What follows belongs to an exercise in optimizing a design on an open flow for small area; a production flow would make more cautious choices. Function not checked in this run: the RTL went through the layout flow alone. Power figures rest on the tool's default switching activity, not on a simulated workload.

## flow/run.sh

```bash
#!/bin/bash
# synth_recipe.tcl (not shown) runs the flow's synth.tcl, then flattens the netlist and writes it again
# the make line also repeats each setting of config.mk as NAME=value (left out here)
make -C /OpenROAD-flow-scripts/flow DESIGN_CONFIG=/design/flow/config.mk WORK_HOME=/design/flow/orfs CLKGATE_MAP_FILE= SYNTH_SCRIPT=/design/flow/synth_recipe.tcl finish
```

## flow/config.mk

```make
export PLATFORM = sky130hd
export DESIGN_NAME = ggcodec
export DESIGN_NICKNAME = ggcodec
export VERILOG_FILES = /design/flow/design.v
export SDC_FILE = /design/flow/constraint.sdc
export NUM_CORES = 4
export LEC_CHECK = 0
export ABC_AREA = 1
export CAP_MARGIN = 20
export CORE_MARGIN = 2
export CORE_UTILIZATION = 45
export SLEW_MARGIN = 20
```

## flow/constraint.sdc

```tcl
create_clock -name core_clock -period 8.0 [get_ports {clk}]
set_input_delay 1.6000 -clock core_clock [delete_from_list [all_inputs] [get_ports {clk}]]
set_output_delay 1.6000 -clock core_clock [all_outputs]
set_load 0.01 [all_outputs]
```

## flow/design.v

```verilog
module gg_scramble (
  input  wire [1:0]  sys,
  input  wire        long,
  input  wire [23:0] a,
  input  wire [15:0] v,
  input  wire [7:0]  c,
  output wire [39:0] s
);
  wire [3:0] a0 = {v[7], v[2:0]};
  wire [3:0] a1 = {a[7], v[6:4]};
  wire [3:0] a2 = {long, a[6:4]};
  wire [3:0] a3 = {a[3], a[14:12]};
  wire [3:0] a4 = {a[11], a[2:0]};
  wire [3:0] a5 = {long ? c[3] : v[3], a[10:8]};
  wire [3:0] a6 = {c[7], c[2:0]};
  wire [3:0] a7 = {v[3], c[6:4]};
  wire [3:0] b0 = v[7:4];
  wire [3:0] b1 = v[3:0];
  wire [3:0] b2 = a[15:12];
  wire [3:0] b3 = a[7:4];
  wire [3:0] b4 = {a[9:8], a[23:22]};
  wire [3:0] b5 = {a[21:20], a[3:2]};
  wire [3:0] b6 = {a[1:0], a[19:18]};
  wire [3:0] b7 = {a[17:16], a[11:10]};
  wire [4:0] c0 = v[7:3];
  wire [4:0] c1 = {v[2:0], a[15:14]};
  wire [4:0] c2 = a[13:9];
  wire [4:0] c3 = {a[8], a[23:20]};
  wire [4:0] c4 = {a[19:16], v[12]};
  wire [4:0] c5 = {v[11:8], v[15]};
  wire [4:0] c6 = {v[14:13], a[7:5]};
  wire [4:0] c7 = a[4:0];
  wire [3:0] d0 = v[7:4];
  wire [3:0] d1 = v[3:0];
  wire [3:0] d2 = a[11:8];
  wire [3:0] d3 = a[7:4];
  wire [3:0] d4 = a[3:0];
  wire [3:0] d5 = ~a[15:12];
  wire [7:0] dx = c ^ 8'hBA;
  wire [7:0] dr = {dx[5:0], dx[7:6]};    
  wire [3:0] d6 = dr[7:4];
  wire [3:0] d7 = dr[7:4] ^ 4'h8;
  wire [3:0] d8 = dr[3:0];
  reg [3:0] n [0:7];
  integer i;
  always @* begin
    case (sys)
      2'd0: begin n[0]=a0; n[1]=a1; n[2]=a2; n[3]=a3; n[4]=a4; n[5]=a5; n[6]=a6; n[7]=a7; end
      2'd1: begin n[0]=b0; n[1]=b1; n[2]=b2; n[3]=b3; n[4]=b4; n[5]=b5; n[6]=b6; n[7]=b7; end
      2'd2: begin n[0]=c0[3:0]; n[1]=c1[3:0]; n[2]=c2[3:0]; n[3]=c3[3:0];
                  n[4]=c4[3:0]; n[5]=c5[3:0]; n[6]=c6[3:0]; n[7]=c7[3:0]; end
      default: begin n[0]=d0; n[1]=d1; n[2]=d2; n[3]=d3; n[4]=d4; n[5]=d5; n[6]=d6; n[7]=d7; end
    endcase
  end
  wire [7:0] hi_c = {c7[4], c6[4], c5[4], c4[4], c3[4], c2[4], c1[4], c0[4]};
  wire [7:0] hi   = sys[0] ? {4'd0, d8} : hi_c;
  genvar k;
  generate
    for (k = 0; k < 8; k = k + 1) begin : g_slot
      assign s[5*k +: 5] = {hi[k], n[k]};
    end
  endgenerate
endmodule
module gg_unscramble (
  input  wire [1:0]  sys,
  input  wire        long,
  input  wire [39:0] s,
  output reg  [23:0] a,
  output reg  [15:0] v,
  output reg  [7:0]  c
);
  wire [3:0] n0 = s[3:0],   n1 = s[8:5],   n2 = s[13:10], n3 = s[18:15];
  wire [3:0] n4 = s[23:20], n5 = s[28:25], n6 = s[33:30], n7 = s[38:35];
  wire [4:0] N0 = s[4:0],   N1 = s[9:5],   N2 = s[14:10], N3 = s[19:15];
  wire [4:0] N4 = s[24:20], N5 = s[29:25], N6 = s[34:30], N7 = s[39:35];
  wire [3:0] n8 = {s[19], s[14], s[9], s[4]};
  wire [7:0] dr = {n8[1:0], n6, n8[3:2]} ^ 8'hBA;
  always @* begin
    case (sys)
      2'd0: begin
        a = {9'd0, n3[2:0], n4[3], n5[2:0], n1[3], n2[2:0], n3[3], n4[2:0]};
        v = {8'd0, n0[3], n1[2:0], long ? n7[3] : n5[3], n0[2:0]};
        c = long ? {n6[3], n7[2:0], n5[3], n6[2:0]} : 8'd0;
      end
      2'd1: begin
        a = {n4[1:0], n5[3:2], n6[1:0], n7[3:2], n2, n7[1:0], n4[3:2], n3, n5[1:0], n6[3:2]};
        v = {8'd0, n0, n1};
        c = 8'd0;
      end
      2'd2: begin
        a = {N3[3:0], N4[4:1], N1[1:0], N2, N3[4], N6[2:0], N7};
        v = {N5[0], N6[4:3], N4[0], N5[4:1], N0, N1[4:2]};
        c = 8'd0;
      end
      default: begin
        a = {8'd0, ~n5, n2, n3, n4};
        v = {8'd0, n0, n1};
        c = long ? dr : 8'd0;
      end
    endcase
  end
endmodule
module gg_char_decode (
  input  wire [1:0] sys,
  input  wire [7:0] ch,
  output wire [4:0] idx,
  output wire       ok
);
  localparam [767:0] LET = 768'h2fbadb2ba80000000035d33cb1030bee02d02caeaa680279a59238a1800000000000000000000000000000000000000021be0aa9b000000000229ea02eae6b40021a6f023b00940900a00000800;
  localparam [383:0] DIG = 384'ha689e69648e2860000000000ffef7cefae78df600000000096b8e89e2bad9a4000000000000000000000000;
  wire is_let = (ch[7:6] == 2'b01);
  wire is_dig = (ch[7:4] == 4'b0011);
  wire [5:0] e_let = LET >> (6 * {sys, ch[4:0]});
  wire [5:0] e_dig = DIG >> (6 * {sys, ch[3:0]});
  wire [5:0] e = is_let ? e_let : is_dig ? e_dig : 6'd0;
  assign ok  = e[5];
  assign idx = e[4:0];
endmodule
module gg_char_encode (
  input  wire [1:0] sys,
  input  wire [4:0] grp,
  output wire [7:0] ch
);
  localparam [895:0] ENC = 896'h8d162438505cb86ed9ab466c98b08d162438505cb86ed9ab466c98b072e1bb66ad19b262c2d59b15eb54a74a84e9b325ca911e345890e1418acd941710e1366ac5cb06ed23448acd941710e1366ac5cb06ed23449d5a9cbab627c5b3524c7996a8419d5a9cbab627c5b3524c7996a841;
  wire [4:0] g = (sys == 2'd2) ? grp : {1'b0, grp[3:0]};
  wire [6:0] c = ENC >> (7 * {sys, g});
  assign ch = {1'b0, c};
endmodule
module ggcodec (
  input  wire        clk,
  input  wire        rst,         
  input  wire        start,       
  input  wire [3:0]  cmd,         
  input  wire [71:0] code_in,     
  input  wire [3:0]  len_in,
  input  wire [31:0] addr_in,
  input  wire [31:0] val_in,
  input  wire [31:0] cmp_in,
  input  wire        cmpp_in,
  output reg  [1:0]  status,
  output wire [23:0] r_addr,
  output wire [15:0] r_val,
  output wire [7:0]  r_cmp,
  output wire        r_hascmp,
  output wire [71:0] r_code,      
  output wire [3:0]  r_len
);
  localparam [1:0] SYS_A = 2'd0, SYS_B = 2'd1, SYS_C = 2'd2, SYS_D = 2'd3;
  wire [1:0] op  = cmd[3:2];
  wire [1:0] sys = cmd[1:0];
  wire text_in   = ~op[0];           
  wire [4:0] grp [0:8];
  wire [8:0] ch_ok;
  genvar i;
  generate
    for (i = 0; i < 9; i = i + 1) begin : g_cdec
      gg_char_decode u_cdec (
        .sys (sys),
        .ch  (code_in[8*i +: 8]),
        .idx (grp[i]),
        .ok  (ch_ok[i])
      );
    end
  endgenerate
  reg len_ok, txt_long;
  always @* begin
    len_ok   = 1'b0;
    txt_long = 1'b0;
    case (sys)
      SYS_A: begin
        if (len_in == 4'd6) len_ok = 1'b1;
        if (len_in == 4'd8) begin len_ok = 1'b1; txt_long = 1'b1; end
      end
      SYS_B, SYS_C: begin
        if (len_in == 4'd8) len_ok = 1'b1;
      end
      default: begin
        if (len_in == 4'd6) len_ok = 1'b1;
        if (len_in == 4'd9) begin len_ok = 1'b1; txt_long = 1'b1; end
      end
    endcase
  end
  wire chars_ok = (&ch_ok[5:0]) && (len_in[2:0] == 3'd6 || (ch_ok[6] && ch_ok[7])) &&
                  (len_in != 4'd9 || ch_ok[8]);
  wire text_ok  = len_ok && chars_ok;
  reg tag_ok;
  always @* begin
    case (sys)
      SYS_A:   tag_ok = (grp[2][3] == txt_long);
      SYS_D:   tag_ok = !txt_long || (grp[7][3:0] == (grp[6][3:0] ^ 4'h8));
      default: tag_ok = 1'b1;
    endcase
  end
  wire [39:0] s_txt;
  generate
    for (i = 0; i < 8; i = i + 1) begin : g_tslot
      if (i < 4) begin : g_lo
        assign s_txt[5*i +: 5] = {sys[0] ? grp[8][i] : grp[i][4], grp[i][3:0]};
      end else begin : g_hi
        assign s_txt[5*i +: 5] = grp[i];
      end
    end
  endgenerate
  wire a_hi0 = (addr_in[31:24] == 8'd0);
  wire v_hi0 = (val_in[31:16] == 16'd0);
  wire v_b0  = (val_in[15:8] == 8'd0);
  wire c_ok  = !cmpp_in || (cmp_in[31:8] == 24'd0);
  reg raw_ok;
  always @* begin
    case (sys)
      SYS_A:   raw_ok = a_hi0 && addr_in[23:15] == 9'd0 && v_hi0 && v_b0 && c_ok;
      SYS_B:   raw_ok = !cmpp_in && a_hi0 && v_hi0 && v_b0;
      SYS_C:   raw_ok = !cmpp_in && a_hi0 && v_hi0;
      default: raw_ok = a_hi0 && addr_in[23:16] == 8'd0 && v_hi0 && v_b0 && c_ok;
    endcase
  end
  wire [39:0] s_raw;
  gg_scramble u_scr (
    .sys (sys), .long (cmpp_in),
    .a (addr_in[23:0]), .v (val_in[15:0]), .c (cmp_in[7:0]),
    .s (s_raw)
  );
  wire valid = text_in ? (text_ok && (op[1] ? tag_ok : 1'b1)) : raw_ok;
  reg [39:0] s_q;
  reg [1:0]  sys_q;
  reg        long_q;
  reg        text_q;        
  always @(posedge clk) begin
    if (rst)
      status <= 2'd0;
    else if (start)
      status <= {~valid, valid | text_in};
  end
  always @(posedge clk) begin
    if (start) begin
      s_q    <= text_in ? s_txt : s_raw;
      sys_q  <= sys;
      long_q <= text_in ? txt_long : cmpp_in;
      text_q <= ~(op[1] ^ op[0]);
    end
  end
  wire ok     = status == 2'd1;
  wire txt_en = ok && text_q;
  wire raw_en = ok && !text_q;
  wire [23:0] u_a;
  wire [15:0] u_v;
  wire [7:0]  u_c;
  gg_unscramble u_uns (.sys (sys_q), .long (long_q), .s (s_q), .a (u_a), .v (u_v), .c (u_c));
  assign r_addr   = raw_en ? u_a : 24'd0;
  assign r_val    = raw_en ? u_v : 16'd0;
  assign r_cmp    = raw_en ? u_c : 8'd0;
  assign r_hascmp = ok && long_q;
  reg [3:0] t_len;
  always @* begin
    case (sys_q)
      SYS_A:   t_len = long_q ? 4'd8 : 4'd6;
      SYS_B:   t_len = 4'd8;
      SYS_C:   t_len = 4'd8;
      default: t_len = long_q ? 4'd9 : 4'd6;
    endcase
  end
  assign r_len = txt_en ? t_len : 4'd0;
  wire en8 = txt_en && (t_len != 4'd6);
  wire en9 = txt_en && (t_len == 4'd9);
  generate
    for (i = 0; i < 9; i = i + 1) begin : g_cenc
      wire [4:0] g = (i == 8) ? {1'b0, s_q[19], s_q[14], s_q[9], s_q[4]} : s_q[5*(i%8) +: 5];
      wire [1:0] gs = (i == 8) ? SYS_D : sys_q;
      wire [7:0] ch;
      gg_char_encode u_cenc (.sys (gs), .grp (g), .ch (ch));
      wire en = (i < 6) ? txt_en : (i < 8) ? en8 : en9;
      assign r_code[8*i +: 8] = en ? ch : 8'd0;
    end
  endgenerate
endmodule
```

==> results.txt <==
[path summary, 6_finish.rpt]
kind              from          to  cells after the start
max           sys_q[0]  r_code[50]                     10
min          status[1]   status[1]                      2
max reg2reg  status[0]   status[0]                      4
min reg2reg  status[1]   status[1]                      2
[through the flow]
| step | setup slack [ps] | instances | hold WS (ps) | utilization (%) | area (um2) |
|---|---|---|---|---|---|
| floorplan | 3610 | 3090 | 574 | - | 17300 |
| global placement | 2150 | 3714 | 545 | 53.4 | 20200 |
| detailed placement | 2120 | 3714 | 567 | 53.4 | 20200 |
| CTS | 1800 | 3722 | 576 | 53.8 | 20300 |
| global route | 1450 | 3725 | 599 | 53.9 | 20300 |
| finish | 1670 | 3725 | 573 | 53.9 | 20300 |
[layout make-up]
| class | count | area share (%) |
|---|---|---|
| multi-input cells | 2511 | 68.0 |
| repair buffers | 319 | 15.4 |
| flip-flops and latches | 46 | 6.69 |
| inverters | 328 | 6.05 |
| well taps | 511 | 3.14 |
| clock buffers | 5 | 0.615 |
| clock inverters | 3 | 0.105 |
| diodes | 2 | 0.0246 |
[placed cells by master (no fill, tap or decap), types with 6 or more instances in the layout]
| cell | instances |
|---|---|
| a22oi_1 | 9 |
| a211oi_1 | 25 |
| nor2_1 | 340 |
| o32ai_1 | 14 |
| clkdlybuf4s50_1 | 293 |
| edfxtp_1 | 44 |
| ha_1 | 182 |
| nor4_1 | 21 |
| a32oi_1 | 11 |
| o31ai_1 | 18 |
| o21ai_0 | 330 |
| nand2_1 | 684 |
| o21ai_1 | 6 |
| buf_4 | 22 |
| o311ai_0 | 16 |
| o22ai_1 | 47 |
| inv_2 | 6 |
| o2111ai_1 | 13 |
| o221ai_1 | 26 |
| a221oi_1 | 35 |
| clkinv_1 | 19 |
| conb_1 | 9 |
| a31oi_1 | 40 |
| o211ai_1 | 56 |
| a2111oi_0 | 11 |
| a311oi_1 | 7 |
| inv_1 | 303 |
| nand4_1 | 26 |
| a21oi_1 | 236 |
| nor3_1 | 45 |
| or2_2 | 8 |
| nand3_1 | 232 |
[worst max-delay path: stages (launching register included)]
cell,delay (ps)
edfxtp_1,360
buf_4,330
inv_1,630
ha_1,930
nand2_1,300
inv_1,220
a21oi_1,60
nand2_1,70
a31oi_1,80
a2111oi_0,750
clkdlybuf4s50_1,700
[report_power, final]
part	internal [mW]	switching [mW]
Sequential	0.294	0.0941
Clock	0.116	0.0925
Combinational	0.417	0.794
Total	0.827	0.981
[flip-flops by register name (all words and copies together) (netlist names)]
name    flops
text_q      1
sys_q       2
status      2
s_q        40
long_q      1
[logic make-up (layout without fill, tap and decap cells)]
family	after synthesis	after routing	synth area share, %
AO/OA/AOI/OAI	947	947	33.6
XOR/XNOR	1	1	0.0506
adder cells (fa/ha/maj)	182	182	13.2
buffers and inverters	533	655	12.5
flip-flops	46	46	7.86
other	1	11	0.0217
AND/OR/NAND/NOR	1372	1372	32.9
[metal layers]
metal,routed length [um],share of wire [%],vias to the layer above,track usage [%]
li1,-,-,11000,-
met1,30800,39,10900,48.5
met2,33900,43,1889,56.6
met3,10100,13,265,6.92
met4,3470,4.4,0,15.9
met5,0,0,-,0
==> flow_summary.yaml <==
run_status:
  status: "no timing/DRC/antenna violations"
timing:
  hold_viol: 0
  fmax_ghz: 0.158
  tightest_slew_ps: 1040
  rsz0062_at_grt: "no"
  skew_ps: 0
  maxSlewHeadroom_pct: 30.7
  period_minus_slack_ps: 6340
  setup_viol: 0
  fin_tns_setup_ps: 0
  fin_crit_sh_pct: 79.2
  slew_violations: 0
synth:
  synthCells: 3082
  syn_area_per_cell_um2: 5.62
  ys_warn_count: 4
  synth_area_leader_cell: "nand2_1"
  async_flop_share_pct: 0
  yosysUniqueCellTypes: 62
  synth_common_cells: "nand2_1 (684), nor2_1 (341), o21ai_0 (330)"
  synthTopCellsByArea: "nand2_1 (15%), ha_1 (13%), o21ai_0 (9.5%)"
  yosysMostFrequentCell: "nand2_1"
  synth_edf_count: 44
  synthFlopType: "edfxtp_1"
  synth_area_mm2: 0.0173
  yosys_register_bits: 46
  synth_seq_area_share_pct: 7.86
  synth.top_cell.area_share_pct: 14.8
worst_setup_path:
  reg2reg_slack_ps: 7320
  path_max_fanout: 50
  crit_path_start_kind: "flop"
  critPathKind: "flop to primary output"
  worst_ep_arrival_time_ps: 4740
  endpoint_kind: "primary output"
  cp.required_ps: 6400
pwr:
  p_per_area_mw_per_mm2: 88.9
  power_mw: 1.81
  vdd_drop_max_uv: 89.5
  p_leak_nw: 8.66
cells_and_area:
  seq_area_mm2: 0.00136
  n_fill_cell: 3925
  finalNetCount: 3573
  drive_above_1_share_pct: 2.27
  area_delta_synth_final_pct: 17.4
  multi_input_area_mm2: 0.0138
die:
  start_util_pct: 45.9
  die_area_mm2: 0.0401
  die_w_um: 200
  die_y_um: 200
  coreArea_mm2: 0.0378
  num_rows: 71
  ios: 307
route:
  ant_nets: 0
  via_count: 24000
  firstDrtPassIters: 9
  viasPerCell: 6.45
  wl_per_cell_um: 21.0
  drt_iter0_drc: 3529
  drc: 0
  totalWireLength_um: 78200
clock_tree:
  ctsHoldBuffers: 0
  clkTransAtPathRegs_ps: 60
  htreeDepth: 2
  post_cts_buffers: 0
  worstSkewPairLatency_ps: 290
  cts_tree: "done"
  cts.path.max_buffers: 2
  clkSinkCount: 46
  cts_resized: 0
  clockRootBuffer: "clkbuf_16"
  cts_buffers: 5
global_routing:
  antenna_found_initial: 2
  grt_max_degree: 59
  grt_pass1_vias: 21700
  grt_overflow: 0
  grt_pass1_wl_um: 120000
  grt.total_usage_pct: 36.3
job:
  maxCapViolations: 0
place:
  post-dp-hpwl_um: 58800
  portBuffers: 297
  place_congestion: 1.10
min_path:
  min_path_type: "flop to flop"

port drivers added, routing unchanged:
How much do the figures lean on ideal ports? The routed layout below was timed once more, with nothing changed but the port constraints.
Step 1 (the two cells are an assumption about what drives the block):
set clk [get_ports {clk}]
set_driving_cell -lib_cell sky130_fd_sc_hd__clkbuf_16 $clk
set_driving_cell -lib_cell sky130_fd_sc_hd__buf_2 [delete_from_list [all_inputs] $clk]
Step 2 moves the port delays by t, midway between the first and last clock arrival at a register: inputs arrive t later, outputs are due t later. That takes back most of the time a late clock gives input paths.
Slacks: no drivers / after step 1 / after step 2; pairs: no drivers / after step 1.
t (ns): 0.336
slack for setup (ns): 1.665 / 1.618 / 1.954
slew at the worst register clock pin (ns): 0.07 / 0.07
worst slew at a driven data input, ns: 0.09
pins driven straight from the clock port: 1
After both steps this run still meets setup and hold. The setup slack of this run moves by -0.047 ns with the drivers and by +0.289 ns with both steps.
